What follows belongs to an exercise in optimizing a design on an open flow for small area, a short achievable clock period and few clock cycles; a production flow would make more cautious choices. The RTL was checked by simulation tests, not by an equivalence proof against the original design. Power figures rest on the tool's default switching activity, not on a simulated workload.

==> flow/run.sh <==
#!/bin/bash
# synth_recipe.tcl (not shown) runs the flow's synth.tcl, then flattens the netlist and writes it again
# the make line also repeats each setting of config.mk as NAME=value (left out here)
make -C /OpenROAD-flow-scripts/flow DESIGN_CONFIG=/design/flow/config.mk WORK_HOME=/design/flow/orfs CLKGATE_MAP_FILE= SYNTH_SCRIPT=/design/flow/synth_recipe.tcl finish
==> flow/config.mk <==
export PLATFORM = sky130hd
export DESIGN_NAME = muisti_core
export DESIGN_NICKNAME = muisti_core
export VERILOG_FILES = /design/flow/design.v
export SDC_FILE = /design/flow/constraint.sdc
export NUM_CORES = 4
export LEC_CHECK = 0
export ABC_CLOCK_PERIOD_IN_PS = 3500
export CAP_MARGIN = 20
export CORE_MARGIN = 2
export CORE_UTILIZATION = 68
export CTS_CLUSTER_DIAMETER = 100
export CTS_CLUSTER_SIZE = 30
export PLACE_DENSITY = 0.78
export SETUP_SLACK_MARGIN = 5
export SLEW_MARGIN = 20
==> flow/constraint.sdc <==
create_clock -name core_clock -period 10.0 [get_ports {clk}]
set_input_delay 2.0000 -clock core_clock [delete_from_list [all_inputs] [get_ports {clk}]]
set_output_delay 2.0000 -clock core_clock [all_outputs]
set_load 0.01 [all_outputs]
==> flow/design.v <==
module muisti_core #(
    parameter integer  CAP            = 64,     
    parameter integer  REG_CAP        = 8,      
    parameter integer  Q_CAP          = 8,      
    parameter [31:0]   TIMEOUT        = 32'd5000,
    parameter [31:0]   FLUSH_INTERVAL = 32'd1000
) (
    input  wire        clk,
    input  wire        rst,
    input  wire        cmd_valid,
    output wire        cmd_ready,
    input  wire [9:0]  cmd,
    input  wire [31:0] now,
    output wire        ev_valid,
    output wire [1:0]  ev_kind,        
    output wire [7:0]  ev_code,        
    output wire [95:0] ev_tag,         
    output wire [7:0]  ev_ant,
    output wire [31:0] ev_strength,    
    output wire        stop_ack_valid,
    output wire        stop_ack_ok,
    output wire        assembling
);
    localparam [7:0] S0 = 8'hA5, S1 = 8'h5A, E0 = 8'h0D, E1 = 8'h0A;
    localparam [7:0] OP_TAG_SEEN = 8'h83, OP_STOP_ACK = 8'h8D;
    localparam [3:0] W_ASM_OVERFLOW = 4'd1, W_ASM_RESYNC = 4'd2,
                     W_REJ_LENGTH = 4'd5, W_REJ_CHECKSUM = 4'd6,
                     W_REG_FULL = 4'd7, W_QUEUE_FULL = 4'd8;
    localparam [1:0] EV_WARN = 2'd0, EV_SEEN = 2'd1, EV_GONE = 2'd2;
    integer i, k;
    function ge32(input [31:0] a, input [31:0] b);
        reg [31:0] gt, eq;
        integer l, m;
        begin
            gt = a & ~b;
            eq = ~(a ^ b);
            for (l = 1; l < 32; l = l * 2)
                for (m = 0; m < 32; m = m + 2 * l) begin
                    gt[m] = gt[m+l] | (eq[m+l] & gt[m]);
                    eq[m] = eq[m+l] & eq[m];
                end
            ge32 = gt[0] | eq[0];
        end
    endfunction
    function [7:0] dec8(input [2:0] x);
        dec8 = 8'd1 << x;
    endfunction
    reg          st_idle, st_fin, st_ev2, st_chk;
    reg [6:0]    cursor;       
    reg          asm_q;
    reg          p_a5, p_0d;   
    reg [7:0]    b2, b3;
    reg          op83, op8d;   
    reg          s01;          
    reg [7:0]    kb [7:21];    
    reg [7:0]    acc_lo;       
    reg [7:0]    acc_hi;       
    reg [7:0]    ckb;          
    reg          sa_valid, sa_ok;
    reg [31:0]   last_flush;
    reg [31:0]   now_q;        
    reg [7:0]    r_valid;
    reg [95:0]   r_tag  [0:7];
    reg [7:0]    r_ant  [0:7];
    reg [31:0]   r_seen [0:7];
    reg [2:0]    r_ord  [0:7];     
    reg [3:0]    r_len;
    reg [95:0]   q_tag [0:7];
    reg [7:0]    q_ant [0:7];
    reg [16:0]   q_str [0:7];
    reg [3:0]    q_len;
    reg          pw_v;
    reg [7:0]    pw_r_oh, pw_q_oh;    
    reg          pw_r_new, pw_q_new;  
    reg [7:0]    sp_oh;
    reg [7:0]    rs_oh, qs_oh;
    reg [3:0]    sc_cnt;
    reg [7:0]    r_hit, q_hit;    
    reg [3:0]    dp, pa, wr, gw, gr;
    reg          sb_v;            
    reg [2:0]    sb_slot;
    reg [31:0]   sb_seen;
    reg          sc_v;            
    reg          sc_young;
    reg [2:0]    sc_slot;
    reg [31:0]   win_lo;          
    reg          win_wrap;        
    reg [2:0]    gq [0:7];        
    reg          ev_v;
    reg [1:0]    ev_k;
    reg [3:0]    ev_c;
    reg [95:0]   ev_tag_q;
    reg [7:0]    ev_ant_q;
    reg [16:0]   ev_str_q;
    assign cmd_ready      = st_idle;
    assign stop_ack_valid = sa_valid;
    assign stop_ack_ok    = sa_ok;
    assign assembling     = asm_q;
    assign ev_valid    = ev_v;
    assign ev_kind     = ev_k;
    assign ev_code     = {4'd0, ev_c};
    assign ev_tag      = ev_tag_q;
    assign ev_ant      = ev_ant_q;
    assign ev_strength = {{15{ev_str_q[16]}}, ev_str_q};
    wire       accept   = cmd_valid && st_idle;
    wire [1:0] op       = cmd[9:8];
    wire [7:0] b        = cmd[7:0];
    wire       do_reset = rst || (accept && op == 2'b00);
    wire       do_byte  = accept && op == 2'b01;
    wire       do_check = accept && op == 2'b10;
    wire is_start = p_a5 && (b == S1);
    wire is_end   = asm_q && p_0d && (b == E1);
    wire cur_ovf  = cursor[6];
    wire w_start  = do_byte && is_start;
    wire w_end    = do_byte && !is_start && is_end && !cur_ovf;
    wire w_endovf = do_byte && !is_start && is_end && cur_ovf;
    wire w_acc    = do_byte && !is_start && !is_end && asm_q && !cur_ovf;
    wire w_accovf = do_byte && !is_start && !is_end && asm_q && cur_ovf;
    wire wr_cur   = w_acc || w_end;           
    reg         lf_pend;
    reg  [31:0] lf_end;
    reg         lf_wrap;
    wire        now_ge_lf = ge32(now, last_flush);
    wire        now_le_e  = ge32(lf_end, now);
    wire        in_flush  = lf_wrap ? (now_ge_lf || now_le_e) : (now_ge_lf && now_le_e);
    wire        fire      = do_check && !in_flush;
    wire        dl_big   = (b2 != 8'h00) || b3[7];    
    wire [6:0]  dl7      = b3[6:0];
    wire [7:0]  cur_p3   = {1'b0, cursor} + 8'd3;
    wire        cur_lt   = dl_big || ({1'b0, dl7} > cur_p3);    
    wire        cur_eq   = !dl_big && ({1'b0, dl7} == cur_p3);  
    wire        c61_lt   = dl_big || (dl7 > 7'd64);             
    wire        c61_eq   = !dl_big && (dl7 == 7'd64);           
    wire        cur_lo   = (cursor >= 7'd4) && (cursor <= 7'd60);
    wire        len_ok   = (cursor != 7'd3) && !dl_big && (dl7 >= 7'd3) &&
                           ({1'b0, dl7} <= cur_p3);
    wire [6:0]  ci       = dl7 - 7'd3;                
    wire [7:0]  xv       = ((ci > 7'd2) ? b2 : 8'h00) ^ ((ci > 7'd3) ? b3 : 8'h00) ^
                           acc_lo ^ acc_hi;
    reg  [7:0]  ck_byte;
    always @(*) begin
        if (ci == cursor)       ck_byte = E1;
        else case (ci)
            7'd0:    ck_byte = S0;
            7'd1:    ck_byte = S1;
            7'd2:    ck_byte = b2;
            7'd3:    ck_byte = b3;
            default: ck_byte = ckb;
        endcase
    end
    wire        ck_ok    = (xv == ck_byte);
    wire        key_wr   = wr_cur && (((cursor >= 7'd7) && (cursor <= 7'd18)) || cursor == 7'd21);
    wire        ant_wr   = wr_cur && (cursor == 7'd21);
    wire [95:0] key_tag  = {kb[7], kb[8], kb[9], kb[10], kb[11], kb[12],
                            kb[13], kb[14], kb[15], kb[16], kb[17], kb[18]};
    wire [15:0] rssi     = {kb[19], kb[20]};
    wire [16:0] str5     = (rssi == 16'd0) ? 17'd800 : ({1'b0, rssi} - 17'd64736);
    wire        draining = dp < q_len;
    wire        g_has    = (gr != gw);
    wire        show_q   = st_chk && draining;
    wire        show_g   = st_chk && !draining && g_has;
    wire [7:0]  sc_oh    = dec8(sc_slot);
    wire [7:0]  r_sel    = rs_oh;
    wire [7:0]  q_sel    = qs_oh;
    reg  [95:0] r_tag_rd, q_tag_rd;
    reg  [7:0]  r_ant_rd, q_ant_rd;
    reg  [16:0] q_str_rd;
    always @(*) begin
        r_tag_rd = 96'd0; r_ant_rd = 8'd0;
        q_tag_rd = 96'd0; q_ant_rd = 8'd0; q_str_rd = 17'd0;
        for (k = 0; k < 8; k = k + 1) begin
            r_tag_rd = r_tag_rd | (r_tag[k] & {96{r_sel[k]}});
            r_ant_rd = r_ant_rd | (r_ant[k] & {8{r_sel[k]}});
            q_tag_rd = q_tag_rd | (q_tag[k] & {96{q_sel[k]}});
            q_ant_rd = q_ant_rd | (q_ant[k] & {8{q_sel[k]}});
            q_str_rd = q_str_rd | (q_str[k] & {17{q_sel[k]}});
        end
    end
    wire [7:0]  q_vm     = ~(8'hFF << q_len);        
    wire        r_tag_eq = |(sp_oh & r_valid) && (r_tag_rd == key_tag);
    wire        q_tag_eq = |(sp_oh & q_vm)    && (q_tag_rd == key_tag);
    wire        r_cmp    = r_tag_eq && (r_ant_rd == kb[21]);
    wire        q_cmp    = q_tag_eq && (q_ant_rd == kb[21]);
    wire        r_cmp_b  = r_tag_eq && (r_ant_rd == b);
    wire        q_cmp_b  = q_tag_eq && (q_ant_rd == b);
    wire        arr_chg  = do_reset || do_check || st_chk || pw_v;
    wire        scan_go  = !st_chk && (ant_wr || (!key_wr && !sc_cnt[3]));
    wire        cmp_live = !st_chk && !sc_cnt[3];
    wire [7:0]  r_hit_now = (cmp_live && r_cmp) ? sp_oh : r_hit;
    wire [7:0]  q_hit_now = (cmp_live && q_cmp) ? sp_oh : q_hit;
    wire        scan_done = sc_cnt[3] || (cmp_live && sc_cnt == 4'd7);
    wire        end_ok   = len_ok && ck_ok;
    wire        fast_ok  = (cursor >= 7'd22) && scan_done && !pw_v;
    wire        commit   = (w_end && end_ok && op83 && fast_ok) || (st_fin && scan_done);
    wire        r_full   = r_len[3];
    wire        q_full   = q_len[3];
    wire        r_miss   = (r_hit_now == 8'd0);
    wire        q_miss   = (q_hit_now == 8'd0);
    wire        r_app    = r_miss && !r_full;
    wire        q_app    = q_miss && !q_full;
    wire        warn7    = r_miss && r_full;
    wire        warn8    = q_miss && q_full;
    reg  [2:0]  free_slot;
    always @(*) begin
        free_slot = 3'd0;
        for (k = 7; k >= 0; k = k - 1)
            if (!r_valid[k]) free_slot = k[2:0];
    end
    wire [7:0]  free_oh  = dec8(free_slot);
    wire [7:0]  qapp_oh  = dec8(q_len[2:0]);
    wire        sa_go    = st_chk && (pa < r_len);
    wire        sa_spec  = st_idle && (r_len != 4'd0) && !pw_v;
    wire [2:0]  sa_slot  = r_ord[st_idle ? 3'd0 : pa[2:0]];
    wire [7:0]  sa_oh    = dec8(sa_slot);
    reg  [31:0] sa_seen;
    always @(*) begin
        sa_seen = 32'd0;
        for (k = 0; k < 8; k = k + 1)
            sa_seen = sa_seen | (r_seen[k] & {32{sa_oh[k]}});
    end
    wire        sb_ge_lo = ge32(sb_seen, win_lo);
    wire        sb_le_hi = ge32(now_q, sb_seen);
    wire        sb_young = win_wrap ? (sb_ge_lo || sb_le_hi) : (sb_ge_lo && sb_le_hi);
    wire        sc_exp   = st_chk && sc_v && !sc_young;
    wire        sc_keep  = st_chk && sc_v && sc_young;
    wire        push     = sc_exp;
    wire [3:0]  gw_n     = gw + (push ? 4'd1 : 4'd0);
    wire [3:0]  gr_n     = gr + (show_g ? 4'd1 : 4'd0);
    wire        more_q   = draining && (dp + 4'd1 < q_len);
    wire        chk_end  = st_chk && !sa_go && !sb_v && !more_q && (gw_n == gr_n);
    wire        sc_restart = arr_chg || commit || (key_wr && !ant_wr) || (ant_wr && !scan_go);
    wire [7:0]  sp_oh_n  = do_reset ? 8'd1 :
                           (!sc_restart && (ant_wr || scan_go)) ? {sp_oh[6:0], sp_oh[7]} : sp_oh;
    wire        st_chk_n = fire || (st_chk && !chk_end);
    wire [3:0]  dp_n     = dp + (show_q ? 4'd1 : 4'd0);
    wire        drain_n  = dp_n < q_len;
    wire [2:0]  gq_head_n = (push && gw[2:0] == gr_n[2:0]) ? sc_slot : gq[gr_n[2:0]];
    wire        g_has_n  = gr_n != gw_n;
    wire        q_some   = (q_len != 4'd0);
    wire [7:0]  qs_chk   = st_idle ? {7'd0, q_some} :
                           (drain_n ? dec8(dp_n[2:0]) : 8'd0);
    wire [7:0]  rs_chk   = (st_idle || drain_n || !g_has_n) ? 8'd0 : dec8(gq_head_n);
    wire [7:0]  qs_oh_n  = do_reset ? 8'd1 : (st_chk_n ? qs_chk : sp_oh_n);
    wire [7:0]  rs_oh_n  = do_reset ? 8'd1 : (st_chk_n ? rs_chk : sp_oh_n);
    always @(posedge clk) begin
        qs_oh    <= qs_oh_n;
        rs_oh    <= rs_oh_n;
        ev_v     <= 1'b0;
        ev_tag_q <= r_tag_rd | q_tag_rd;
        ev_ant_q <= r_ant_rd | q_ant_rd;
        ev_str_q <= q_str_rd;
        if (accept) begin
            now_q    <= now;
            win_lo   <= now - TIMEOUT;
            win_wrap <= (now < TIMEOUT);
        end
        if (pw_v) begin
            for (k = 0; k < 8; k = k + 1) begin
                if (pw_r_oh[k]) r_seen[k] <= now_q;
                if (pw_q_oh[k]) q_str[k]  <= str5;
                if (pw_r_new && pw_r_oh[k]) begin
                    r_tag[k] <= key_tag;
                    r_ant[k] <= kb[21];
                end
                if (pw_q_new && pw_q_oh[k]) begin
                    q_tag[k] <= key_tag;
                    q_ant[k] <= kb[21];
                end
            end
        end
        pw_v <= 1'b0;
        if (do_reset) begin
            st_idle    <= 1'b1;
            st_fin     <= 1'b0;
            st_ev2     <= 1'b0;
            st_chk     <= 1'b0;
            cursor     <= 7'd0;
            asm_q      <= 1'b0;
            p_a5       <= 1'b0;
            p_0d       <= 1'b0;
            for (i = 7; i <= 21; i = i + 1)
                kb[i] <= 8'h00;
            sa_valid   <= 1'b0;
            sa_ok      <= 1'b0;
            last_flush <= 32'd0;
            lf_end     <= FLUSH_INTERVAL - 32'd1;
            lf_wrap    <= 1'b0;
            lf_pend    <= 1'b0;
            r_valid    <= 8'd0;
            r_len      <= 4'd0;
            q_len      <= 4'd0;
            sc_cnt     <= 4'd0;
            sp_oh      <= 8'd1;
            r_hit      <= 8'd0;
            q_hit      <= 8'd0;
        end else begin
            if (do_byte) begin
                p_a5 <= (b == S0);
                p_0d <= (b == E0);
            end
            if (wr_cur) begin
                case (cursor)
                    7'd2: b2 <= b;
                    7'd3: b3 <= b;
                    7'd4: begin
                        op83 <= (b == OP_TAG_SEEN);
                        op8d <= (b == OP_STOP_ACK);
                    end
                    7'd5: s01 <= (b == 8'h01);
                    default: ;
                endcase
                for (i = 7; i <= 21; i = i + 1)
                    if (cursor == i) kb[i] <= b;
                if (cur_lo && cur_lt) acc_lo <= acc_lo ^ b;
                if (cursor == 7'd61)
                    acc_hi <= cur_lt ? b : 8'h00;
                else if (cursor >= 7'd62 && cur_lt)
                    acc_hi <= acc_hi ^ b;
                if (cursor >= 7'd4 && cur_eq) ckb <= b;
            end
            if (w_accovf) begin
                acc_hi <= c61_lt ? b : 8'h00;
                if (c61_eq) ckb <= b;
            end
            if (w_start) begin
                if (asm_q) begin
                    ev_v <= 1'b1;
                    ev_k <= EV_WARN;
                    ev_c <= W_ASM_RESYNC;
                end
                cursor <= 7'd2;
                asm_q  <= 1'b1;
                acc_lo <= 8'h00;
                acc_hi <= 8'h00;
            end
            if (w_acc)    cursor <= cursor + 7'd1;
            if (w_accovf) begin
                cursor <= 7'd62;
                ev_v   <= 1'b1;
                ev_k   <= EV_WARN;
                ev_c   <= W_ASM_OVERFLOW;
            end
            if (w_endovf) begin
                cursor <= 7'd61;
                ev_v   <= 1'b1;
                ev_k   <= EV_WARN;
                ev_c   <= W_ASM_OVERFLOW;
            end
            if (w_end) begin
                cursor <= 7'd0;
                asm_q  <= 1'b0;
                if (!len_ok) begin
                    ev_v <= 1'b1;
                    ev_k <= EV_WARN;
                    ev_c <= W_REJ_LENGTH;
                end else if (!ck_ok) begin
                    ev_v <= 1'b1;
                    ev_k <= EV_WARN;
                    ev_c <= W_REJ_CHECKSUM;
                end else if (op83) begin
                    if (!fast_ok) begin
                        st_idle <= 1'b0;
                        st_fin  <= 1'b1;
                    end
                end else if (op8d) begin
                    sa_valid <= 1'b1;
                    sa_ok    <= (cursor != 7'd5) && s01;
                end
            end
            if (commit) begin
                pw_v     <= 1'b1;
                pw_r_oh  <= r_miss ? (r_full ? 8'd0 : free_oh) : r_hit_now;
                pw_r_new <= r_app;
                pw_q_oh  <= q_miss ? (q_full ? 8'd0 : qapp_oh) : q_hit_now;
                pw_q_new <= q_app;
                if (r_app) begin
                    for (k = 0; k < 8; k = k + 1)
                        if (free_oh[k]) r_valid[k] <= 1'b1;
                    r_ord[r_len[2:0]] <= free_slot;
                    r_len             <= r_len + 4'd1;
                end
                if (q_app)
                    q_len <= q_len + 4'd1;
                if (warn7) begin
                    ev_v <= 1'b1;
                    ev_k <= EV_WARN;
                    ev_c <= W_REG_FULL;
                end else if (warn8) begin
                    ev_v <= 1'b1;
                    ev_k <= EV_WARN;
                    ev_c <= W_QUEUE_FULL;
                end
                st_fin <= 1'b0;
                if (warn7 && warn8) begin
                    st_idle <= 1'b0;
                    st_ev2  <= 1'b1;
                end else begin
                    st_idle <= 1'b1;
                end
            end
            if (st_ev2) begin
                ev_v    <= 1'b1;
                ev_k    <= EV_WARN;
                ev_c    <= W_QUEUE_FULL;
                st_ev2  <= 1'b0;
                st_idle <= 1'b1;
            end
            if (lf_pend) begin
                last_flush <= now_q;
                lf_end     <= now_q + (FLUSH_INTERVAL - 32'd1);
                lf_wrap    <= (now_q > ~(FLUSH_INTERVAL - 32'd1));
            end
            lf_pend <= fire;
            if (st_idle) begin
                dp         <= 4'd0;
                pa         <= sa_spec ? 4'd1 : 4'd0;
                wr         <= 4'd0;
                gw         <= 4'd0;
                gr         <= 4'd0;
                sb_v       <= sa_spec;
                sc_v       <= 1'b0;
                sb_slot    <= sa_slot;
                sb_seen    <= sa_seen;
            end
            if (fire) begin
                st_idle <= 1'b0;
                st_chk  <= 1'b1;
            end
            if (st_chk) begin
                if (show_q) begin
                    ev_v <= 1'b1;
                    ev_k <= EV_SEEN;
                    dp   <= dp + 4'd1;
                end else if (show_g) begin
                    ev_v <= 1'b1;
                    ev_k <= EV_GONE;
                end
                gr <= gr_n;
                gw <= gw_n;
                if (push) gq[gw[2:0]] <= sc_slot;
                sb_v <= sa_go;
                if (sa_go) begin
                    pa      <= pa + 4'd1;
                    sb_slot <= sa_slot;
                    sb_seen <= sa_seen;
                end
                sc_v     <= sb_v;
                sc_young <= sb_young;
                sc_slot  <= sb_slot;
                if (sc_exp) begin
                    for (k = 0; k < 8; k = k + 1)
                        if (sc_oh[k]) r_valid[k] <= 1'b0;
                end
                if (sc_keep) begin
                    r_ord[wr[2:0]] <= sc_slot;
                    wr <= wr + 4'd1;
                end
                if (chk_end) begin
                    q_len   <= 4'd0;
                    r_len   <= wr + (sc_keep ? 4'd1 : 4'd0);
                    st_chk  <= 1'b0;
                    st_idle <= 1'b1;
                end
            end
            if (arr_chg || commit || (key_wr && !ant_wr) || (ant_wr && !scan_go)) begin
                sc_cnt  <= 4'd0;
                r_hit   <= 8'd0;
                q_hit   <= 8'd0;
            end else if (ant_wr) begin
                sp_oh   <= {sp_oh[6:0], sp_oh[7]};
                sc_cnt  <= 4'd1;
                r_hit   <= r_cmp_b ? sp_oh : 8'd0;
                q_hit   <= q_cmp_b ? sp_oh : 8'd0;
            end else if (scan_go) begin
                sp_oh   <= {sp_oh[6:0], sp_oh[7]};
                sc_cnt  <= sc_cnt + 4'd1;
                if (r_cmp) r_hit <= sp_oh;
                if (q_cmp) q_hit <= sp_oh;
            end
        end
    end
endmodule
==> results of run 1 <==
==> worst paths after layout <==
kind	from	endpoint	slack (ns)	cells past startpoint
worst max-delay path	qs_oh[1]	q_hit[4]	4.85	12
worst max register to register	qs_oh[1]	q_hit[4]	4.85	12
worst min register to register	sb_slot[1]	sc_slot[1]	0.47	0
worst min-delay path	sb_slot[1]	sc_slot[1]	0.47	0
==> cells in the mapped netlist (all sizes together) (61+ instances only) <==
cell type	number	area [sq um]
a22oi	904	6790
nor2	376	1410
o21ai	141	724
a211oi	66	500
xnor2	144	1260
ha	183	2290
clkbuf	219	822
nor4	80	534
nand4	219	1380
xor2	163	1430
inv	174	653
nand3	89	445
a21oi	226	1130
mux2i	185	1850
or2	69	432
dfxtp	385	7710
nor3	61	305
and4	67	587
nand2	441	1660
buf	174	818
edfxtp	2294	68900
==> critical path: stages, from the launching register on <==
cell and delay (ns):
dfxtp_4 0.69, buf_4 0.45, a22oi_1 0.15, and4_1 0.25, xnor2_1 0.28, nor4_1 0.53
nand4_1 0.53, nor4_2 0.51, nand4_1 0.25, nor3_1 0.64, a31o_2 0.28, nand4_1 0.25
nor2_1 0.21
==> sequential cells by signal, summed over array words and instances, names as in the netlist, 17 cells and up <==
name and flops:
ev_str_q 17, ev_tag_q 96, gq 24, kb 120, last_flush 32, lf_end 32
now_q 29, q_ant 64, q_str 136, q_tag 768, r_ant 64, r_ord 24
r_seen 256, r_tag 768, sb_seen 32, win_lo 32
==> logic make-up (layout without fill, tap and decap cells) <==
group / Yosys count / after routing / synth area share [%]
multiplexers: 218 / 218 / 2.20
flip-flops: 2679 / 2679 / 72.4
AND/OR/NAND/NOR: 1615 / 1615 / 7.73
adder cells (fa/ha/maj): 184 / 184 / 2.17
XOR/XNOR: 308 / 308 / 2.56
other: 1 / 8 / 0.00354
buffers and inverters: 573 / 714 / 2.19
AO/OA/AOI/OAI: 1615 / 1616 / 10.8
==> area by class of cell <==
type | instances | area share, %
Timing Repair Buffer | 346 | 2.89
Tap cell | 2044 | 2.25
Sequential cell | 2679 | 67.5
Clock inverter | 6 | 0.0650
Clock buffer | 182 | 2.53
Antenna cell | 4 | 0.00881
Multi-Input combinational cell | 3945 | 24.2
Inverter | 180 | 0.599
==> stage by stage <==
step	cell area [sq um]	total power [mW]	worst slack, ns	util [%]
after floorplan	106000	13.3	5.02	-
after global placement	110000	13.9	4.05	71.2
after detailed placement	110000	13.9	3.84	71.2
after CTS	113000	18.9	4.87	73.3
after global routing	114000	19.4	4.84	73.5
final	114000	18.9	4.85	73.6
==> power groups by stage <==
| stage | combinational (mW) | sequential [mW] | clock [mW] |
|---|---|---|---|
| floorplan | 0.908 | 12.4 | 0 |
| global placement | 1.42 | 12.5 | 0 |
| detailed placement | 1.45 | 12.5 | 0 |
| CTS | 1.46 | 12.2 | 5.21 |
| global route | 1.61 | 12.2 | 5.54 |
| finish | 1.52 | 12.2 | 5.21 |
==> timing repair <==
item | in CTS | in global routing
pin swaps | 3 | 7
setup endpoints to repair | 117 | 86
setup buffers | 12 | 15
cloned | 0 | 1
gates resized for setup | 23 | 37
==> per-layer routing <==
| metal | track usage (%) | vias to the layer above | wire length [um] |
|---|---|---|---|
| li1 | - | 28000 | - |
| met1 | 51.4 | 33100 | 105000 |
| met2 | 56.4 | 5224 | 135000 |
| met3 | 8.07 | 743 | 41000 |
| met4 | 14.2 | 12 | 13500 |
| met5 | 0 | - | 73 |
==> summary.json, run 1 <==
{
  "final_layout": {
    "final-seq-area_sq_um": 76700,
    "final_layout_size_suffix_gt1_share_pct": 6.81,
    "area_growth_pct": 7.29,
    "multiInputGateArea_sq_um": 27400,
    "stdcell_count": 9386,
    "layout.cells.most_common_list": "edfxtp_1, a22oi_1, nand2_1",
    "fillers": 9539,
    "fin_nets": 7479,
    "mostFrequentLayoutCell": "edfxtp_1"
  },
  "clocking": {
    "tritoncts": "done",
    "cts_root_buffer": "clkbuf_16",
    "htree_levels": 3,
    "tritoncts_num_sinks": 2679,
    "cts_made_buffers": 99,
    "register_clock_pin_slew_on_the_reported_worst_setup_and_hold_paths_ns": 0.11,
    "insertion_delay_ns": 0.79,
    "ctsHoldBuffers": 0,
    "cts-root-to-sink-buffers": 3
  },
  "logic_synthesis": {
    "yosys.cell_types.count": 95,
    "synth_enable_flop_cells": 2294,
    "postSynth.topFlopCell": "edfxtp_1",
    "yosysWarnings": 8,
    "syn-cell-area_sq_um": 106000,
    "synth.ff_latch_count": 2679,
    "postSynth.asyncResetShare_pct": 0,
    "ys_seq_area_share_pct": 72.4,
    "syn_area_per_cell_sq_um": 14.7,
    "synthesis.instances": 7193
  },
  "floorplanning": {
    "core.rowCount": 144,
    "die_w_um": 399,
    "dieHeight_um": 399,
    "initial_utilization_pct": 68.6,
    "top_ports": 196,
    "fp.dieArea_sq_um": 159000,
    "core-area_sq_um": 154000
  },
  "global_route": {
    "grt_antenna_before_repair": 12,
    "globalRouteOverflowTotal": 0,
    "groute.usage.overall_pct": 36.5,
    "grt_pass1_vias": 64000,
    "grt_max_degree": 169,
    "global_route_wire_length_before_repair_um": 424000
  },
  "drt": {
    "antenna_left": 0,
    "drt_pass1_iterations": 6,
    "detailed_route_iter0_violations": 10800,
    "post_drt_wl_per_cell_um": 31.4,
    "routed_via_density": 7.15,
    "route.detailed.drc": 0,
    "vias": 67100,
    "postRouteWirelength_um": 294000
  },
  "status": {
    "run_status": "complete, no violations"
  },
  "sta": {
    "post-route-min-period_ns": 5.15,
    "final.setup.tns_ns": 0,
    "fin_hold_ws_ns": 0.466,
    "fin_worst_skew_ns": 0.0521,
    "tightestPinTransition_ns": 1.27,
    "fin_crit_sh_pct": 51.5,
    "rsz0062_at_grt": "true",
    "finalMaxSlewViolations": 0,
    "relSlewSlack_pct": 15.1,
    "hold_viol": 0,
    "timing.fmax_mhz": 194,
    "total_of_endpoints_with_negative_setup_slack_in_the_final_report": 0
  },
  "power_and_ir_drop": {
    "p_comb_share_pct": 8.0,
    "power.density_cell_area_nw_per_um2": 167,
    "power.ir.vdd_worst_uv": 163,
    "p_clk_share_pct": 27.5,
    "power.share.switching_pct": 22.9,
    "cell_internal_pwr_mw": 14.6,
    "total_leakage_power_nw": 34.0,
    "p_seq_share_pct": 64.5,
    "p_switching_mw": 4.33
  },
  "placed_design": {
    "dpl.hpwl_um": 172000,
    "place.detailed.instances": 9165,
    "gp_congestion": 0.933,
    "port_bufs": 191
  },
  "setup_path": {
    "setup.worst_path.end_class": "flop",
    "required_time_at_the_endpoint_of_the_critical_path_ns": 10.72,
    "crit_fanout": 23,
    "worst-endpoint-arrival_ns": 5.87,
    "worst-setup-path-type": "reg2reg",
    "crit_path_start_kind": "flop"
  },
  "min_path": {
    "hold_path_class": "reg2reg"
  },
  "run": {
    "timing.max_cap.violations": 0
  }
}
Testbench counts, summed over its fixed seeds: cycles 37,485.
==> inputs of run 2 (changes only) <==
==> flow/flow/run.sh (new file) <==
#!/bin/bash
set -euo pipefail
sed -E 's/SETUP_SLACK_MARGIN=[0-9.]+/SETUP_SLACK_MARGIN=6/' standard.sh > standard_m6.sh
grep -q 'SETUP_SLACK_MARGIN=6' standard_m6.sh
bash standard_m6.sh > flow_make.log 2>&1
==> flow/standard.sh (new file) <==
#!/bin/bash
# synth_recipe.tcl (not shown) runs the flow's synth.tcl, then flattens the netlist and writes it again
# the make line also repeats each setting of config.mk as NAME=value (left out here)
make -C /OpenROAD-flow-scripts/flow DESIGN_CONFIG=/design/flow/config.mk WORK_HOME=/design/flow/orfs CLKGATE_MAP_FILE= SYNTH_SCRIPT=/design/flow/synth_recipe.tcl "${@:-finish}"
--- a/flow/config.mk
+++ b/flow/config.mk
@@ -9,8 +9,8 @@
 export CAP_MARGIN = 20
 export CORE_MARGIN = 2
-export CORE_UTILIZATION = 68
-export CTS_CLUSTER_DIAMETER = 100
-export CTS_CLUSTER_SIZE = 30
-export PLACE_DENSITY = 0.78
+export CORE_UTILIZATION = 60
+export CTS_CLUSTER_DIAMETER = 90
+export CTS_CLUSTER_SIZE = 25
+export PLACE_DENSITY = 0.72
 export SETUP_SLACK_MARGIN = 5
 export SLEW_MARGIN = 20
removed: flow/run.sh
==> run 2 against run 1 <==
Cell count up 6.7%. Sequential cell count unchanged. Register-to-register slack better by 0.60 ns. Non-clock buffer count up 279. Clock power up 13%. Maximum frequency up 13%. Synthesized area unchanged. Die area up 13%. Hold slack better by 0.0058 ns. Routed wire length up 15%. Via count up 4.5%. Combinational power up 25%.
==> summary.json, run 2 <==
{
  "status": {
    "run_status": "complete, no violations"
  },
  "placed_design": {
    "port_bufs": 191,
    "dpl.hpwl_um": 171000,
    "gp_congestion": 0.900,
    "dpl_worst_slack_ns": 3.79,
    "placedInstanceArea_sq_um": 111000
  },
  "clocking": {
    "ctsHoldBuffers": 0,
    "register_clock_pin_slew_on_the_reported_worst_setup_and_hold_paths_ns": 0.11,
    "cts_made_buffers": 121,
    "tritoncts": "done",
    "tritoncts_num_sinks": 2679,
    "cts_root_buffer": "clkbuf_16",
    "insertion_delay_ns": 0.83,
    "htree_levels": 3,
    "cts-root-to-sink-buffers": 3
  },
  "power_and_ir_drop": {
    "total_leakage_power_nw": 37.0,
    "power.density_cell_area_nw_per_um2": 166,
    "power.ir.vdd_worst_uv": 172
  },
  "global_route": {
    "globalRouteOverflowTotal": 0,
    "grt_antenna_before_repair": 15,
    "global_route_wire_length_before_repair_um": 465000,
    "grt_max_degree": 80,
    "grt_pass1_vias": 65200,
    "groute.usage.overall_pct": 35.9
  },
  "final_layout": {
    "finish.instance_area_sq_um": 121000,
    "layout.cells.most_common_list": "edfxtp_1, a22oi_1, nand2_1",
    "fin_nets": 7784,
    "mostFrequentLayoutCell": "edfxtp_1",
    "multiInputGateArea_sq_um": 29300,
    "final_layout_size_suffix_gt1_share_pct": 13.8,
    "fillers": 11600,
    "area_growth_pct": 14.1,
    "largest_registers_ranked_by_flip_flop_count": "q_tag: 768 flops, r_tag: 768 flops, r_seen: 256 flops",
    "final-seq-area_sq_um": 76700
  },
  "drt": {
    "route.detailed.drc": 0,
    "post_drt_wl_per_cell_um": 33.8,
    "detailed_route_iter0_violations": 11900,
    "drt_pass1_iterations": 12,
    "antenna_left": 0,
    "routed_via_density": 7.00,
    "vias": 70100,
    "postRouteWirelength_um": 339000
  },
  "logic_synthesis": {
    "syn-cell-area_sq_um": 106000,
    "synthesis.instances": 7193,
    "cell_type_contributing_the_most_total_cell_area_after_synthesis": "edfxtp_1",
    "yosys.cell_types.count": 95,
    "postSynth.asyncResetShare_pct": 0,
    "yosys-top-cells-area": "edfxtp_1, dfxtp_1, a22oi_1",
    "synth_enable_flop_cells": 2294,
    "yosysWarnings": 8,
    "postSynth.topFlopCell": "edfxtp_1",
    "post-synth-top-area-fraction_pct": 65.1,
    "leading_cell_types_by_count_after_synthesis": "edfxtp_1, a22oi_1, nand2_1",
    "synth.ff_latch_count": 2679,
    "ys_seq_area_share_pct": 72.4,
    "syn_area_per_cell_sq_um": 14.7,
    "yosysMostFrequentCell": "edfxtp_1"
  },
  "setup_path": {
    "required_time_at_the_endpoint_of_the_critical_path_ns": 10.76,
    "worst_r2r_path_depth": 15,
    "setup.reg_to_reg.worst_slack_ns": 5.44,
    "worst-setup-path-type": "reg2reg",
    "crit_path_start_kind": "flop",
    "worst-endpoint-arrival_ns": 5.32,
    "crit_fanout": 8,
    "worstReg2RegStart": "rs_oh[2]",
    "setup.worst_path.end_class": "flop",
    "crit-reg2reg-capture": "r_hit[6]"
  },
  "min_path": {
    "min_path_cells": 0,
    "timing.hold.worst.start": "sb_slot[1]",
    "hold_path_class": "reg2reg",
    "worst_hold_path.endpoint": "sc_slot[1]"
  },
  "sta": {
    "relSlewSlack_pct": 12.4,
    "worst_slack_ns": 5.44,
    "tightestPinTransition_ns": 1.31,
    "hold_viol": 0,
    "finalMaxSlewViolations": 0,
    "total_of_endpoints_with_negative_setup_slack_in_the_final_report": 0,
    "final.setup.tns_ns": 0,
    "fin_worst_skew_ns": 0.0645,
    "rsz0062_at_grt": "true",
    "timing.fmax_mhz": 219,
    "fin_crit_sh_pct": 45.6,
    "post-route-min-period_ns": 4.56
  },
  "floorplanning": {
    "fp.dieArea_sq_um": 180000,
    "initial_utilization_pct": 60.2,
    "top_ports": 196,
    "dieHeight_um": 424,
    "die_w_um": 424,
    "core-area_sq_um": 176000,
    "core.rowCount": 154
  },
  "run": {
    "timing.max_cap.violations": 0
  }
}
## run 2: cell counts after synthesis
Identical to the previous run, type by type.
## run 2: timing repair
| item | in CTS | in global routing |
|---|---|---|
| pin swaps | 107 | 117 |
| buffers inserted | 169 | 108 |
| endpoints found under the setup margin | 519 | 242 |
| gates resized for setup | 382 | 220 |
| gates cloned | 39 | 16 |
## run 2: cell type report
cell class	instances	share of cell area (%)
multi-input cells	3949	24.3
flip-flops and latches	2679	63.5
clock inverters	15	0.193
repair buffers	625	6.18
diodes	11	0.0228
inverters	180	0.584
clock buffers	216	2.87
well taps	2340	2.42
## run 2: metrics by stage
step / hold slack [ns] / cells / utilization (%) / power, mW
5_1_grt: 0.480 / 10000 / 68.7 / 20.5
2_1_floorplan: 0.426 / 7196 / - / 13.3
4_1_cts: 0.468 / 9877 / 67.3 / 19.8
6_report: 0.472 / 10000 / 68.7 / 20.0
3_3_place_gp: 0.434 / 9438 / 62.9 / 13.9
3_5_place_dp: 0.444 / 9438 / 62.9 / 13.9
## run 2: layer usage
| metal | global-route usage (%) | routed length [um] | vias to the layer above |
|---|---|---|---|
| met1 | 48.7 | 118000 | 34700 |
| met3 | 8.92 | 48100 | 1121 |
| met5 | 0 | 123 | - |
| met2 | 54.6 | 150000 | 5596 |
| met4 | 17.8 | 22400 | 20 |
| li1 | - | - | 28700 |
## run 2: power breakdown
part	internal [mW]	total, mW	leakage, nW	switching (mW)
Combinational	0.721	1.90	14.5	1.18
Sequential	12.1	12.2	20.8	0.122
Clock	2.43	5.91	1.76	3.48
## run 2: critical path, cell delays in order, from the launching register on
cell      delay (ns)
dfxtp_4         0.43
buf_4           0.19
buf_16          0.15
buf_8           0.18
a22oi_1         0.21
nand4_1         0.22
xor2_1          0.26
nor4_1          0.25
nand4_1         0.26
or4_4           0.62
or4_4           0.58
nor4_4          0.30
buf_6           0.21
a31oi_4         0.19
nand3b_1        0.24
a21oi_1         0.16
## run 2: how the worst max path moves through the flow
stage / from / to / slack (ns) / cells past startpoint
2_1_floorplan: cmd[6] / r_ord[7][0] / 5.40 / 10
3_3_place_gp: now[0] / rs_oh[1] / 3.84 / 14
3_5_place_dp: rs_oh[3] / r_ord[7][1] / 3.79 / 12
4_1_cts: rs_oh[2] / r_hit[6] / 5.81 / 13
5_1_grt: rs_oh[2] / r_hit[6] / 5.47 / 15
6_report: rs_oh[2] / r_hit[6] / 5.44 / 15
## run 2: cells by family after synthesis
kind of cell             count (synthesis)  synth area share [%]
AO/OA/AOI/OAI                         1615                  10.8
AND/OR/NAND/NOR                       1615                  7.73
multiplexers                           218                  2.20
other                                    1               0.00354
adder cells (fa/ha/maj)                184                  2.17
buffers and inverters                  573                  2.19
flip-flops                            2679                  72.4
XOR/XNOR                               308                  2.56
==> inputs of run 3 (changes only) <==
--- a/flow/design.v
+++ b/flow/design.v
@@ -76,5 +76,5 @@
     reg [7:0]    rs_oh, qs_oh;
     reg [3:0]    sc_cnt;
-    reg [7:0]    r_hit, q_hit;    
+    reg [7:0]    r_tm, q_tm;      
     reg [3:0]    dp, pa, wr, gw, gr;
     reg          sb_v;            
@@ -150,6 +150,5 @@
     end
     wire        ck_ok    = (xv == ck_byte);
-    wire        key_wr   = wr_cur && (((cursor >= 7'd7) && (cursor <= 7'd18)) || cursor == 7'd21);
-    wire        ant_wr   = wr_cur && (cursor == 7'd21);
+    wire        tag_wr   = wr_cur && (cursor >= 7'd7) && (cursor <= 7'd18);
     wire [95:0] key_tag  = {kb[7], kb[8], kb[9], kb[10], kb[11], kb[12],
                             kb[13], kb[14], kb[15], kb[16], kb[17], kb[18]};
@@ -180,14 +179,16 @@
     wire        r_tag_eq = |(sp_oh & r_valid) && (r_tag_rd == key_tag);
     wire        q_tag_eq = |(sp_oh & q_vm)    && (q_tag_rd == key_tag);
-    wire        r_cmp    = r_tag_eq && (r_ant_rd == kb[21]);
-    wire        q_cmp    = q_tag_eq && (q_ant_rd == kb[21]);
-    wire        r_cmp_b  = r_tag_eq && (r_ant_rd == b);
-    wire        q_cmp_b  = q_tag_eq && (q_ant_rd == b);
+    reg  [7:0]  r_ant_eq, q_ant_eq;
+    always @(*) begin
+        for (k = 0; k < 8; k = k + 1) begin
+            r_ant_eq[k] = (r_ant[k] == kb[21]);
+            q_ant_eq[k] = (q_ant[k] == kb[21]);
+        end
+    end
     wire        arr_chg  = do_reset || do_check || st_chk || pw_v;
-    wire        scan_go  = !st_chk && (ant_wr || (!key_wr && !sc_cnt[3]));
-    wire        cmp_live = !st_chk && !sc_cnt[3];
-    wire [7:0]  r_hit_now = (cmp_live && r_cmp) ? sp_oh : r_hit;
-    wire [7:0]  q_hit_now = (cmp_live && q_cmp) ? sp_oh : q_hit;
-    wire        scan_done = sc_cnt[3] || (cmp_live && sc_cnt == 4'd7);
+    wire        scan_go  = !st_chk && !tag_wr && !sc_cnt[3];
+    wire [7:0]  r_hit_now = r_tm & r_ant_eq;
+    wire [7:0]  q_hit_now = q_tm & q_ant_eq;
+    wire        scan_done = sc_cnt[3];
     wire        end_ok   = len_ok && ck_ok;
     wire        fast_ok  = (cursor >= 7'd22) && scan_done && !pw_v;
@@ -229,7 +230,7 @@
     wire        more_q   = draining && (dp + 4'd1 < q_len);
     wire        chk_end  = st_chk && !sa_go && !sb_v && !more_q && (gw_n == gr_n);
-    wire        sc_restart = arr_chg || commit || (key_wr && !ant_wr) || (ant_wr && !scan_go);
+    wire        sc_restart = arr_chg || commit || tag_wr;
     wire [7:0]  sp_oh_n  = do_reset ? 8'd1 :
-                           (!sc_restart && (ant_wr || scan_go)) ? {sp_oh[6:0], sp_oh[7]} : sp_oh;
+                           (!sc_restart && scan_go) ? {sp_oh[6:0], sp_oh[7]} : sp_oh;
     wire        st_chk_n = fire || (st_chk && !chk_end);
     wire [3:0]  dp_n     = dp + (show_q ? 4'd1 : 4'd0);
@@ -292,6 +293,4 @@
             sc_cnt     <= 4'd0;
             sp_oh      <= 8'd1;
-            r_hit      <= 8'd0;
-            q_hit      <= 8'd0;
         end else begin
             if (do_byte) begin
@@ -463,18 +462,14 @@
                 end
             end
-            if (arr_chg || commit || (key_wr && !ant_wr) || (ant_wr && !scan_go)) begin
+            if (sc_restart) begin
                 sc_cnt  <= 4'd0;
-                r_hit   <= 8'd0;
-                q_hit   <= 8'd0;
-            end else if (ant_wr) begin
-                sp_oh   <= {sp_oh[6:0], sp_oh[7]};
-                sc_cnt  <= 4'd1;
-                r_hit   <= r_cmp_b ? sp_oh : 8'd0;
-                q_hit   <= q_cmp_b ? sp_oh : 8'd0;
             end else if (scan_go) begin
                 sp_oh   <= {sp_oh[6:0], sp_oh[7]};
                 sc_cnt  <= sc_cnt + 4'd1;
-                if (r_cmp) r_hit <= sp_oh;
-                if (q_cmp) q_hit <= sp_oh;
+                for (k = 0; k < 8; k = k + 1)
+                    if (sp_oh[k]) begin
+                        r_tm[k] <= r_tag_eq;
+                        q_tm[k] <= q_tag_eq;
+                    end
             end
         end
==> flow/run.sh (new file) <==
#!/bin/bash
# synth_recipe.tcl (not shown) runs the flow's synth.tcl, then flattens the netlist and writes it again
# the make line also repeats each setting of config.mk as NAME=value (left out here)
make -C /OpenROAD-flow-scripts/flow DESIGN_CONFIG=/design/flow/config.mk WORK_HOME=/design/flow/orfs CLKGATE_MAP_FILE= SYNTH_SCRIPT=/design/flow/synth_recipe.tcl finish
removed: flow/flow/run.sh
removed: flow/standard.sh
==> run 3 against run 2 <==
Core utilization decreased by 3.5 points. Routed wire length down 11%. Register-to-register slack got worse by 0.42 ns. Non-clock buffer count fell by 264. Synthesized area up 0.38%. Power shrank 1.9%. Still clean on timing, DRC and antenna. Clock power is 3% lower. Count of clock-buffer cells in the layout decreased by 1. Hold slack worse by 0.011 ns. Synthesized cell count rose by 1.4%.
==> summary.json, run 3 <==
{
  "clocking": {
    "insertion_delay_ns": 0.84,
    "cts-root-to-sink-buffers": 3,
    "tritoncts": "done",
    "tritoncts_num_sinks": 2679,
    "cts_root_buffer": "clkbuf_16",
    "register_clock_pin_slew_on_the_reported_worst_setup_and_hold_paths_ns": 0.11,
    "cts_made_buffers": 119,
    "htree_levels": 3
  },
  "sta": {
    "worst_slack_ns": 5.03,
    "final.setup.tns_ns": 0,
    "rsz0062_at_grt": "false",
    "post-route-min-period_ns": 4.97,
    "finalMaxSlewViolations": 0,
    "relSlewSlack_pct": 22.9,
    "fin_worst_skew_ns": 0.0571,
    "hold_viol": 0,
    "total_of_endpoints_with_negative_setup_slack_in_the_final_report": 0,
    "tightestPinTransition_ns": 1.15,
    "timing.fmax_mhz": 201,
    "fin_crit_sh_pct": 49.7
  },
  "logic_synthesis": {
    "yosys-top-cells-area": "edfxtp_1, dfxtp_1, a22oi_1",
    "yosysMostFrequentCell": "edfxtp_1",
    "yosys.cell_types.count": 81,
    "ys_seq_area_share_pct": 72.2,
    "syn-cell-area_sq_um": 106000,
    "syn_area_per_cell_sq_um": 14.6,
    "leading_cell_types_by_count_after_synthesis": "edfxtp_1, a22oi_1, nand2_1",
    "cell_type_contributing_the_most_total_cell_area_after_synthesis": "edfxtp_1",
    "yosysWarnings": 8,
    "postSynth.topFlopCell": "edfxtp_1",
    "synthesis.instances": 7292,
    "synth_enable_flop_cells": 2310,
    "post-synth-top-area-fraction_pct": 65.3,
    "postSynth.asyncResetShare_pct": 0,
    "synth.ff_latch_count": 2679
  },
  "placed_design": {
    "dpl.hpwl_um": 179000,
    "gp_congestion": 0.922,
    "port_bufs": 191,
    "dpl_worst_slack_ns": 3.54
  },
  "floorplanning": {
    "core-area_sq_um": 176000,
    "top_ports": 196,
    "core.rowCount": 154,
    "initial_utilization_pct": 60.3,
    "fp.dieArea_sq_um": 180000,
    "dieHeight_um": 425,
    "die_w_um": 425
  },
  "global_route": {
    "globalRouteOverflowTotal": 0,
    "grt_max_degree": 90,
    "grt_antenna_before_repair": 19,
    "global_route_wire_length_before_repair_um": 436000,
    "groute.usage.overall_pct": 33.0,
    "grt_pass1_vias": 63800
  },
  "drt": {
    "drt_pass1_iterations": 12,
    "vias": 66700,
    "routed_via_density": 6.81,
    "route.detailed.drc": 0,
    "detailed_route_iter0_violations": 9851,
    "postRouteWirelength_um": 302000,
    "post_drt_wl_per_cell_um": 30.8,
    "antenna_left": 0
  },
  "final_layout": {
    "fillers": 12400,
    "area_growth_pct": 8.06,
    "layout.cells.most_common_list": "edfxtp_1, a22oi_1, nand2_1",
    "fin_nets": 7587,
    "mostFrequentLayoutCell": "edfxtp_1",
    "final_layout_size_suffix_gt1_share_pct": 6.95,
    "largest_registers_ranked_by_flip_flop_count": "q_tag: 768 flops, r_tag: 768 flops, r_seen: 256 flops"
  },
  "setup_path": {
    "worst-setup-path-type": "reg2reg",
    "worst-endpoint-arrival_ns": 5.60,
    "worstReg2RegStart": "qs_oh[7]",
    "setup.worst_path.end_class": "flop",
    "crit_path_start_kind": "flop",
    "required_time_at_the_endpoint_of_the_critical_path_ns": 10.63,
    "setup.worst_path.start": "qs_oh[7]",
    "crit_fanout": 36
  },
  "min_path": {
    "hold_path_class": "reg2reg",
    "timing.hold.worst.start": "sb_slot[0]"
  },
  "power_and_ir_drop": {
    "power.ir.vdd_worst_uv": 173,
    "total_leakage_power_nw": 34.8,
    "power.density_cell_area_nw_per_um2": 171
  },
  "run": {
    "timing.max_cap.violations": 0
  },
  "status": {
    "run_status": "complete, no violations"
  }
}
run 3: cell types whose count changed after synthesis, moves of 26 or more:
cell      before  now
nor2_1       375  262
mux2i_1      185   87
nand2_1      441  539
clkbuf_1     219  311
xnor2_1      144  226
nand3_1       89  157
a22oi_1      904  857
buf_2         57   15
a221oi_1      25   54
a22o_1        10   36
run 3: path summary, 6_finish.rpt:
path	to	slack [ns]	cells after the start
worst min register to register	sc_slot[0]	0.46	0
worst max-delay path	q_tm[2]	5.03	9
worst min-delay path	sc_slot[0]	0.46	0
worst max register to register	q_tm[2]	5.03	9
run 3: layer usage:
layer / track usage [%] / routed length (um) / vias up
met1: 46.3 / 115000 / 33500
met3: 6.64 / 35900 / 568
met5: 0 / 151 / -
met4: 11.3 / 11100 / 22
li1: - / - / 28300
met2: 52.0 / 140000 / 4312
run 3: stage by stage:
stage	area [sq um]	utilization [%]	hold slack, ns	cells	power, mW
final	115000	65.2	0.461	9806	19.6
after global routing	115000	65.2	0.483	9805	20.1
after CTS	115000	65.0	0.464	9790	19.6
after detailed placement	111000	62.9	0.441	9559	14.1
after global placement	111000	62.9	0.435	9559	14.1
after floorplan	106000	-	0.426	7295	13.3
run 3: kinds of logic after synthesis:
kind of cell             Yosys count  synth area share, %
flip-flops                      2679                 72.2
AND/OR/NAND/NOR                 1667                 7.89
AO/OA/AOI/OAI                   1623                 10.8
buffers and inverters            603                 2.22
XOR/XNOR                         400                 3.30
adder cells (fa/ha/maj)          184                 2.16
multiplexers                     135                 1.41
other                              1              0.00353
run 3: power by group:
part	internal, mW	total (mW)	switching [mW]	leakage, nW
Clock	2.35	5.74	3.39	1.70
Sequential	12.1	12.3	0.145	21.4
Combinational	0.599	1.59	0.991	11.7
run 3: what timing repair did:
item	4_1_cts	5_1_grt
setup buffers	5	12
gates resized for setup	15	25
hold buffers	0	0
pin swaps	4	7
cloned	0	1
endpoints found under the setup margin	46	73
run 3: critical path, cell delays in order (launching register included):
cell,delay (ns)
dfxtp_4,0.93
buf_4,0.55
buf_4,0.59
a22oi_1,0.16
and4_1,0.29
xnor2_1,0.33
nor4_1,0.80
nand4_1,0.44
nor4_2,0.36
buf_4,0.26
run 3: cell type report:
class	instances	area (sq um)	share of cell area [%]
well taps	2340	2930	2.55
clock inverters	11	188	0.163
inverters	185	696	0.606
multi-input cells	4013	27500	24.0
clock buffers	215	3390	2.95
flip-flops and latches	2679	76800	66.9
diodes	2	5.00	0.00436
repair buffers	361	3280	2.85
Testbench counts of run 3, summed over its fixed seeds: cycles 37,485.
==> inputs of run 4 (changes only) <==
==> flow/flow/run.sh (new file) <==
#!/bin/bash
set -euo pipefail
sed -E 's/SETUP_SLACK_MARGIN=[0-9.]+/SETUP_SLACK_MARGIN=6.5/' standard.sh > standard_m65.sh
grep -q 'SETUP_SLACK_MARGIN=6.5' standard_m65.sh
bash standard_m65.sh > flow_make.log 2>&1
==> flow/standard.sh (new file) <==
#!/bin/bash
# synth_recipe.tcl (not shown) runs the flow's synth.tcl, then flattens the netlist and writes it again
# the make line also repeats each setting of config.mk as NAME=value (left out here)
make -C /OpenROAD-flow-scripts/flow DESIGN_CONFIG=/design/flow/config.mk WORK_HOME=/design/flow/orfs CLKGATE_MAP_FILE= SYNTH_SCRIPT=/design/flow/synth_recipe.tcl "${@:-finish}"
removed: flow/run.sh
==> run 4 against run 3 <==
Core utilization grew 3.2 points. Combinational power grew 13%. Clock skew shrank 0.0024 ns. Global-route usage grew 2.4 points. Non-clock buffer count grew 230. Via count grew 4.1%. Power grew 1.1%. Critical endpoint is now qs_oh[5]. Largest cell class unchanged. Largest power group unchanged.
==> summary.json, run 4 <==
{
  "power_and_ir_drop": {
    "power.density_cell_area_nw_per_um2": 165,
    "cell_internal_pwr_mw": 15.1,
    "p_seq_share_pct": 61.8,
    "p_clk_share_pct": 29.1,
    "power.ir.vdd_worst_uv": 162,
    "p_comb_share_pct": 9.0,
    "p_switching_mw": 4.69,
    "power.share.switching_pct": 23.6,
    "total_leakage_power_nw": 37.6
  },
  "global_route": {
    "groute.usage.overall_pct": 35.4,
    "global_route_wire_length_before_repair_um": 463000,
    "globalRouteOverflowTotal": 0,
    "grt_antenna_before_repair": 15,
    "grt_pass1_vias": 66100,
    "grt_max_degree": 63
  },
  "floorplanning": {
    "die_w_um": 425,
    "top_ports": 196,
    "initial_utilization_pct": 60.3,
    "core.rowCount": 154,
    "core-area_sq_um": 176000,
    "dieHeight_um": 425,
    "fp.dieArea_sq_um": 180000
  },
  "final_layout": {
    "layout.cells.most_common_list": "edfxtp_1, a22oi_1, nand2_1",
    "final_layout_size_suffix_gt1_share_pct": 15.0,
    "fin_nets": 7821,
    "largest_registers_ranked_by_flip_flop_count": "q_tag: 768 flops, r_tag: 768 flops, r_seen: 256 flops",
    "area_growth_pct": 13.4,
    "finish.instance_area_sq_um": 120000,
    "stdcell_count": 10000,
    "post-route-util_pct": 68.4,
    "mostFrequentLayoutCell": "edfxtp_1"
  },
  "placed_design": {
    "dpl.hpwl_um": 180000,
    "port_bufs": 191,
    "place.detailed.instances": 9556,
    "gp_congestion": 0.906,
    "placedInstanceArea_sq_um": 112000
  },
  "clocking": {
    "cts_root_buffer": "clkbuf_16",
    "cts_made_buffers": 119,
    "htree_levels": 3,
    "tritoncts_num_sinks": 2679,
    "insertion_delay_ns": 0.83,
    "ctsHoldBuffers": 0,
    "cts-root-to-sink-buffers": 3,
    "register_clock_pin_slew_on_the_reported_worst_setup_and_hold_paths_ns": 0.11,
    "tritoncts": "done"
  },
  "logic_synthesis": {
    "synthXorXnorAreaFrac_pct": 3.30,
    "yosys.area_share.simple_pct": 7.89,
    "postSynth.asyncResetShare_pct": 0,
    "muxShareOfSynthArea_pct": 1.41,
    "post-synth-top-area-fraction_pct": 65.3,
    "yosys.area_share.adder_pct": 2.16,
    "synth.ff_latch_count": 2679,
    "leading_cell_types_by_count_after_synthesis": "edfxtp_1, a22oi_1, nand2_1",
    "yosysMostFrequentCell": "edfxtp_1",
    "largest_family_of_logic_cells_by_synthesized_area": "compound AO/OA/AOI/OAI gates",
    "postSynth.topFlopCell": "edfxtp_1",
    "ys_seq_area_share_pct": 72.2,
    "yosys-top-cells-area": "edfxtp_1, dfxtp_1, a22oi_1",
    "synthesis.instances": 7292,
    "yosysWarnings": 8,
    "syn-cell-area_sq_um": 106000,
    "yosys.cell_types.count": 81,
    "syn_area_per_cell_sq_um": 14.6,
    "synth_enable_flop_cells": 2310,
    "cell_type_contributing_the_most_total_cell_area_after_synthesis": "edfxtp_1",
    "synth-compound-area-share_pct": 10.8
  },
  "drt": {
    "postRouteWirelength_um": 327000,
    "detailed_route_iter0_violations": 10600,
    "vias": 69400,
    "routed_via_density": 6.92,
    "drt_pass1_iterations": 6,
    "antenna_left": 0,
    "route.detailed.drc": 0,
    "post_drt_wl_per_cell_um": 32.6
  },
  "min_path": {
    "hold_path_class": "reg2reg",
    "timing.hold.worst.start": "sb_slot[2]"
  },
  "sta": {
    "finalMaxSlewViolations": 0,
    "hold_viol": 0,
    "final.setup.tns_ns": 0,
    "relSlewSlack_pct": 19.8,
    "fin_worst_skew_ns": 0.0547,
    "fin_crit_sh_pct": 44.1,
    "fin_hold_ws_ns": 0.464,
    "tightestPinTransition_ns": 1.19,
    "total_of_endpoints_with_negative_setup_slack_in_the_final_report": 0,
    "rsz0062_at_grt": "true",
    "post-route-min-period_ns": 4.41,
    "timing.fmax_mhz": 227
  },
  "setup_path": {
    "cpMaxStageDelayCell": "or4b_4",
    "worst-endpoint-arrival_ns": 5.12,
    "worst-setup-path-type": "in2reg",
    "crit_family": "compound AO/OA/AOI/OAI gates",
    "crit_fanout": 3,
    "setup.worst_path.start": "now[1]",
    "crit_path_start_kind": "input pin",
    "worstReg2RegStart": "b3[1]",
    "required_time_at_the_endpoint_of_the_critical_path_ns": 10.71,
    "crit_top_cell": "o21a_1",
    "crit_buf_inv": 3,
    "crit_chain": "buf_4, inv_1, ha_1, o21a_1, o21a_1, o21a_1, o2111ai_2, a211o_1, a21oi_2, a211oi_4, o32ai_4, nor4_4, a221oi_2, buf_6, or4b_4, o21ai_0",
    "critPathMaxStageDelay_ns": 0.51,
    "setup.worst_path.end_class": "flop"
  },
  "run": {
    "timing.max_cap.violations": 0
  },
  "status": {
    "run_status": "complete, no violations"
  }
}
[run 4: stage by stage]
stage / worst slack [ns] / power (mW)
final: 5.59 / 19.8
after global routing: 5.55 / 20.3
after CTS: 5.66 / 19.7
after detailed placement: 3.39 / 14.1
after global placement: 3.38 / 14.1
after floorplan: 5.18 / 13.3
[run 4: power groups by stage]
stage | Sequential, mW | Clock, mW | Combinational, mW
after detailed placement | 12.6 | 0 | 1.55
after global routing | 12.3 | 6.13 | 1.86
after floorplan | 12.5 | 0 | 0.788
final | 12.3 | 5.78 | 1.79
after global placement | 12.6 | 0 | 1.53
after CTS | 12.3 | 5.77 | 1.69
[run 4: worst paths after layout]
kind	slack, ns	to	cells past startpoint
setup / recovery	5.59	qs_oh[5]	16
hold / removal	0.46	sc_slot[2]	0
setup reg to reg	5.65	r_ord[5][2]	15
hold reg to reg	0.46	sc_slot[2]	0
[run 4: kinds of logic (layout without fill, tap and decap cells)]
group,after synthesis,after routing
other,1,7
adder cells (fa/ha/maj),184,184
AO/OA/AOI/OAI,1623,1624
buffers and inverters,603,1002
AND/OR/NAND/NOR,1667,1670
multiplexers,135,135
XOR/XNOR,400,400
flip-flops,2679,2679
[run 4: per-layer routing]
metal | up-vias | wire length, um | GRT usage (%)
li1 | 28800 | - | -
met1 | 34700 | 120000 | 49.6
met2 | 5082 | 147000 | 53.8
met3 | 822 | 43700 | 7.92
met4 | 12 | 16700 | 15.4
met5 | - | 74 | 0
[run 4: what timing repair did]
action                                  CTS  global route
cloned                                   21             2
endpoints found under the setup margin  754           375
pin swaps                                96           109
setup buffers                           162            69
gates resized for setup                 706           236
[run 4: layout make-up]
class	instances	area [sq um]
fill	11900	55700
antenna	3	7.51
sequential	2679	76900
timing repair buffer	591	6470
multi-input combinational	4017	29900
inverter	185	716
clock buffer	215	3410
tap	2340	2930
clock inverter	11	171
==> inputs of run 5 (changes only) <==
--- a/flow/design.v
+++ b/flow/design.v
@@ -30,11 +30,13 @@
     integer i, k;
     function ge32(input [31:0] a, input [31:0] b);
-        reg [31:0] gt, eq;
-        integer l, m;
+        reg [7:0] gt, eq;
+        integer g, l, m;
         begin
-            gt = a & ~b;
-            eq = ~(a ^ b);
-            for (l = 1; l < 32; l = l * 2)
-                for (m = 0; m < 32; m = m + 2 * l) begin
+            for (g = 0; g < 8; g = g + 1) begin
+                gt[g] = (a[4*g+:4] > b[4*g+:4]);
+                eq[g] = (a[4*g+:4] == b[4*g+:4]);
+            end
+            for (l = 1; l < 8; l = l * 2)
+                for (m = 0; m < 8; m = m + 2 * l) begin
                     gt[m] = gt[m+l] | (eq[m+l] & gt[m]);
                     eq[m] = eq[m+l] & eq[m];
@@ -231,24 +233,23 @@
     wire        chk_end  = st_chk && !sa_go && !sb_v && !more_q && (gw_n == gr_n);
     wire        sc_restart = arr_chg || commit || tag_wr;
-    wire [7:0]  sp_oh_n  = do_reset ? 8'd1 :
+    wire [7:0]  sp_oh_n  = (do_reset || do_check) ? 8'd1 :
                            (!sc_restart && scan_go) ? {sp_oh[6:0], sp_oh[7]} : sp_oh;
-    wire        st_chk_n = fire || (st_chk && !chk_end);
+    wire        chk_on_n = st_chk && !chk_end;
     wire [3:0]  dp_n     = dp + (show_q ? 4'd1 : 4'd0);
     wire        drain_n  = dp_n < q_len;
     wire [2:0]  gq_head_n = (push && gw[2:0] == gr_n[2:0]) ? sc_slot : gq[gr_n[2:0]];
     wire        g_has_n  = gr_n != gw_n;
-    wire        q_some   = (q_len != 4'd0);
-    wire [7:0]  qs_chk   = st_idle ? {7'd0, q_some} :
-                           (drain_n ? dec8(dp_n[2:0]) : 8'd0);
-    wire [7:0]  rs_chk   = (st_idle || drain_n || !g_has_n) ? 8'd0 : dec8(gq_head_n);
-    wire [7:0]  qs_oh_n  = do_reset ? 8'd1 : (st_chk_n ? qs_chk : sp_oh_n);
-    wire [7:0]  rs_oh_n  = do_reset ? 8'd1 : (st_chk_n ? rs_chk : sp_oh_n);
+    wire [7:0]  qs_chk   = drain_n ? dec8(dp_n[2:0]) : 8'd0;
+    wire [7:0]  rs_chk   = (drain_n || !g_has_n) ? 8'd0 : dec8(gq_head_n);
+    wire [7:0]  qs_oh_n  = (do_reset || do_check) ? 8'd1 : (chk_on_n ? qs_chk : sp_oh_n);
+    wire [7:0]  rs_oh_n  = (do_reset || do_check) ? 8'd1 : (chk_on_n ? rs_chk : sp_oh_n);
     always @(posedge clk) begin
         qs_oh    <= qs_oh_n;
         rs_oh    <= rs_oh_n;
+        sp_oh    <= sp_oh_n;
         ev_v     <= 1'b0;
-        ev_tag_q <= r_tag_rd | q_tag_rd;
-        ev_ant_q <= r_ant_rd | q_ant_rd;
-        ev_str_q <= q_str_rd;
+        ev_tag_q <= show_q ? q_tag_rd : r_tag_rd;
+        ev_ant_q <= show_q ? q_ant_rd : r_ant_rd;
+        ev_str_q <= show_q ? q_str_rd : 17'd0;
         if (accept) begin
             now_q    <= now;
@@ -292,5 +293,4 @@
             q_len      <= 4'd0;
             sc_cnt     <= 4'd0;
-            sp_oh      <= 8'd1;
         end else begin
             if (do_byte) begin
@@ -465,5 +465,4 @@
                 sc_cnt  <= 4'd0;
             end else if (scan_go) begin
-                sp_oh   <= {sp_oh[6:0], sp_oh[7]};
                 sc_cnt  <= sc_cnt + 4'd1;
                 for (k = 0; k < 8; k = k + 1)
--- a/flow/config.mk
+++ b/flow/config.mk
@@ -9,8 +9,8 @@
 export CAP_MARGIN = 20
 export CORE_MARGIN = 2
-export CORE_UTILIZATION = 60
+export CORE_UTILIZATION = 68
 export CTS_CLUSTER_DIAMETER = 90
 export CTS_CLUSTER_SIZE = 25
-export PLACE_DENSITY = 0.72
+export PLACE_DENSITY = 0.78
 export SETUP_SLACK_MARGIN = 5
 export SLEW_MARGIN = 20
==> run 5 against run 4 <==
The layout now fails its checks (capacitance limit, slew limit). Clock skew rose by 0.021 ns. Non-clock buffer count increased by 80. Sequential share of layout area fell by 1.3 points. Critical endpoint is now ev_c[2]. Largest cell class unchanged. Largest power group unchanged. Highest routed layer unchanged.
==> summary.json, run 5 <==
{
  "floorplanning": {
    "dieHeight_um": 401,
    "fp.dieArea_sq_um": 161000,
    "initial_utilization_pct": 68.6,
    "die_w_um": 401
  },
  "setup_path": {
    "crit_path_start_kind": "flop",
    "setup.reg_to_reg.worst_slack_ns": 5.85,
    "required_time_at_the_endpoint_of_the_critical_path_ns": 10.57,
    "setup.worst_path.end_class": "flop",
    "crit_chain": "buf_6, ha_4, and4b_1, a32o_2, buf_4, or2_4, a22oi_1, o221ai_1, nor4b_2, a311oi_2, a21oi_4, a41oi_4, nand2b_4, buf_6, buf_4, o21ai_2, a21oi_1",
    "crit-reg2reg-capture": "ev_c[2]",
    "critPathMaxStageDelay_ns": 0.48,
    "cpMaxStageDelayCell": "edfxtp_1",
    "crit_cells": 17,
    "setup.worst_path.start": "b3[0]",
    "worst_r2r_path_depth": 17,
    "crit_buf_inv": 4,
    "worstReg2RegStart": "b3[0]",
    "crit_fanout": 8,
    "worst-setup-path-type": "reg2reg"
  },
  "logic_synthesis": {
    "leading_cell_types_by_count_after_synthesis": "edfxtp_1, a22oi_1, nor2_1",
    "synthesis.instances": 7485,
    "yosysMostFrequentCell": "edfxtp_1",
    "synth.ff_latch_count": 2679,
    "yosys-top-cells-area": "edfxtp_1, dfxtp_1, a22oi_1",
    "yosysWarnings": 8,
    "syn_area_per_cell_sq_um": 14.3,
    "yosys.cell_types.count": 96,
    "postSynth.topFlopCell": "edfxtp_1",
    "ys_seq_area_share_pct": 71.6
  },
  "drt": {
    "post_drt_wl_per_cell_um": 34.9,
    "antenna_left": 0,
    "detailed_route_iter0_violations": 14400,
    "vias": 74400,
    "drt_pass1_iterations": 12,
    "routed_via_density": 7.42,
    "postRouteWirelength_um": 350000
  },
  "final_layout": {
    "mostFrequentLayoutCell": "edfxtp_1",
    "post-route-util_pct": 78.6,
    "fin_nets": 8078,
    "layout.cells.most_common_list": "edfxtp_1, a22oi_1, nor2_1",
    "finish.instance_area_sq_um": 123000,
    "stdcell_count": 10000,
    "area_growth_pct": 14.6,
    "final_layout_size_suffix_gt1_share_pct": 16.0
  },
  "clocking": {
    "htree_levels": 3,
    "tritoncts": "done",
    "register_clock_pin_slew_on_the_reported_worst_setup_and_hold_paths_ns": 0.11,
    "tritoncts_num_sinks": 2679,
    "cts-root-to-sink-buffers": 3,
    "cts_root_buffer": "clkbuf_16",
    "ctsHoldBuffers": 0
  },
  "placed_design": {
    "dpl_worst_slack_ns": 4.12,
    "dpl.hpwl_um": 181000,
    "placedInstanceArea_sq_um": 112000
  },
  "sta": {
    "relSlewSlack_pct": -1.30,
    "hold_viol": 0,
    "finalMaxSlewViolations": 20,
    "tightestPinTransition_ns": 1.52,
    "fin_worst_skew_ns": 0.0762,
    "fin_crit_sh_pct": 41.5
  },
  "global_route": {
    "grt_max_degree": 74,
    "global_route_wire_length_before_repair_um": 472000,
    "globalRouteOverflowTotal": 0,
    "grt_pass1_vias": 68700,
    "groute.usage.overall_pct": 40.4
  },
  "status": {
    "violatedChecks": "capacitance limit, slew limit",
    "run_status": "failed layout checks"
  },
  "min_path": {
    "hold_path_class": "reg2reg"
  },
  "run": {
    "timing.max_cap.violations": 1
  },
  "power_and_ir_drop": {
    "total_power_mw": 19.2,
    "power.density_cell_area_nw_per_um2": 156
  }
}
## run 5: cell types whose count changed in the layout (fill, tap and decap cells not counted), moves of 35 or more
cell / change
and4_1: -40
buf_4: +51
a21oi_2: +35
nand2_1: -109
nor2_1: +246
or2_2: -58
## run 5: power by group
part	total, mW	switching, mW	internal, mW	leakage (nW)
logic	1.24	0.793	0.448	14.8
clock network	5.79	3.46	2.33	1.68
registers	12.2	0.0960	12.1	23.1
total	19.2	4.34	14.8	39.6
## run 5: worst min-delay path by stage
stage	endpoint	cells past startpoint	slack, ns
2_1_floorplan	sc_slot[0]	0	0.43
3_3_place_gp	sc_slot[2]	0	0.43
3_5_place_dp	sa_valid	2	0.45
4_1_cts	sa_valid	2	0.46
5_1_grt	sc_slot[1]	0	0.49
6_report	sa_valid	2	0.48
## run 5: final cells by class
class	count	area [sq um]
fill	8610	33500
multi-input combinational	4202	31500
antenna	19	47.5
tap	2058	2570
timing repair inverter	1	8.76
sequential	2679	76900
clock inverter	14	209
clock buffer	212	3340
inverter	176	721
timing repair buffer	671	7640
## run 5: timing repair
action / CTS / global route
resized for setup: 673 / 475
endpoints found under the setup margin: 897 / 592
gates cloned: 22 / 32
setup buffers: 160 / 121
pin swaps: 81 / 195
## run 5: cells by family (layout without fill, tap and decap cells)
kind of cell | after synthesis | in the layout | share of synthesized area, %
multiplexers | 139 | 140 | 1.48
other | 1 | 23 | 0.00350
XOR/XNOR | 412 | 412 | 3.36
AND/OR/NAND/NOR | 1797 | 1804 | 8.22
AO/OA/AOI/OAI | 1657 | 1657 | 10.9
buffers and inverters | 615 | 1074 | 2.27
flip-flops | 2679 | 2679 | 71.6
adder cells (fa/ha/maj) | 185 | 185 | 2.15
## run 5: routing by layer
layer / vias up / GRT usage, % / share of wire, %
met5: - / 0 / 0.20
li1: 29700 / - / -
met2: 6920 / 60.2 / 43
met4: 26 / 19.1 / 7.1
met1: 36200 / 54.5 / 33
met3: 1635 / 12.9 / 17
## run 5: worst min-delay path, cell delays in order (launching register included)
cell	delay (ns)
dfxtp_1	0.32
inv_1	0.07
a21oi_2	0.05
Testbench counts of run 5, summed over its fixed seeds: cycles 37,485.
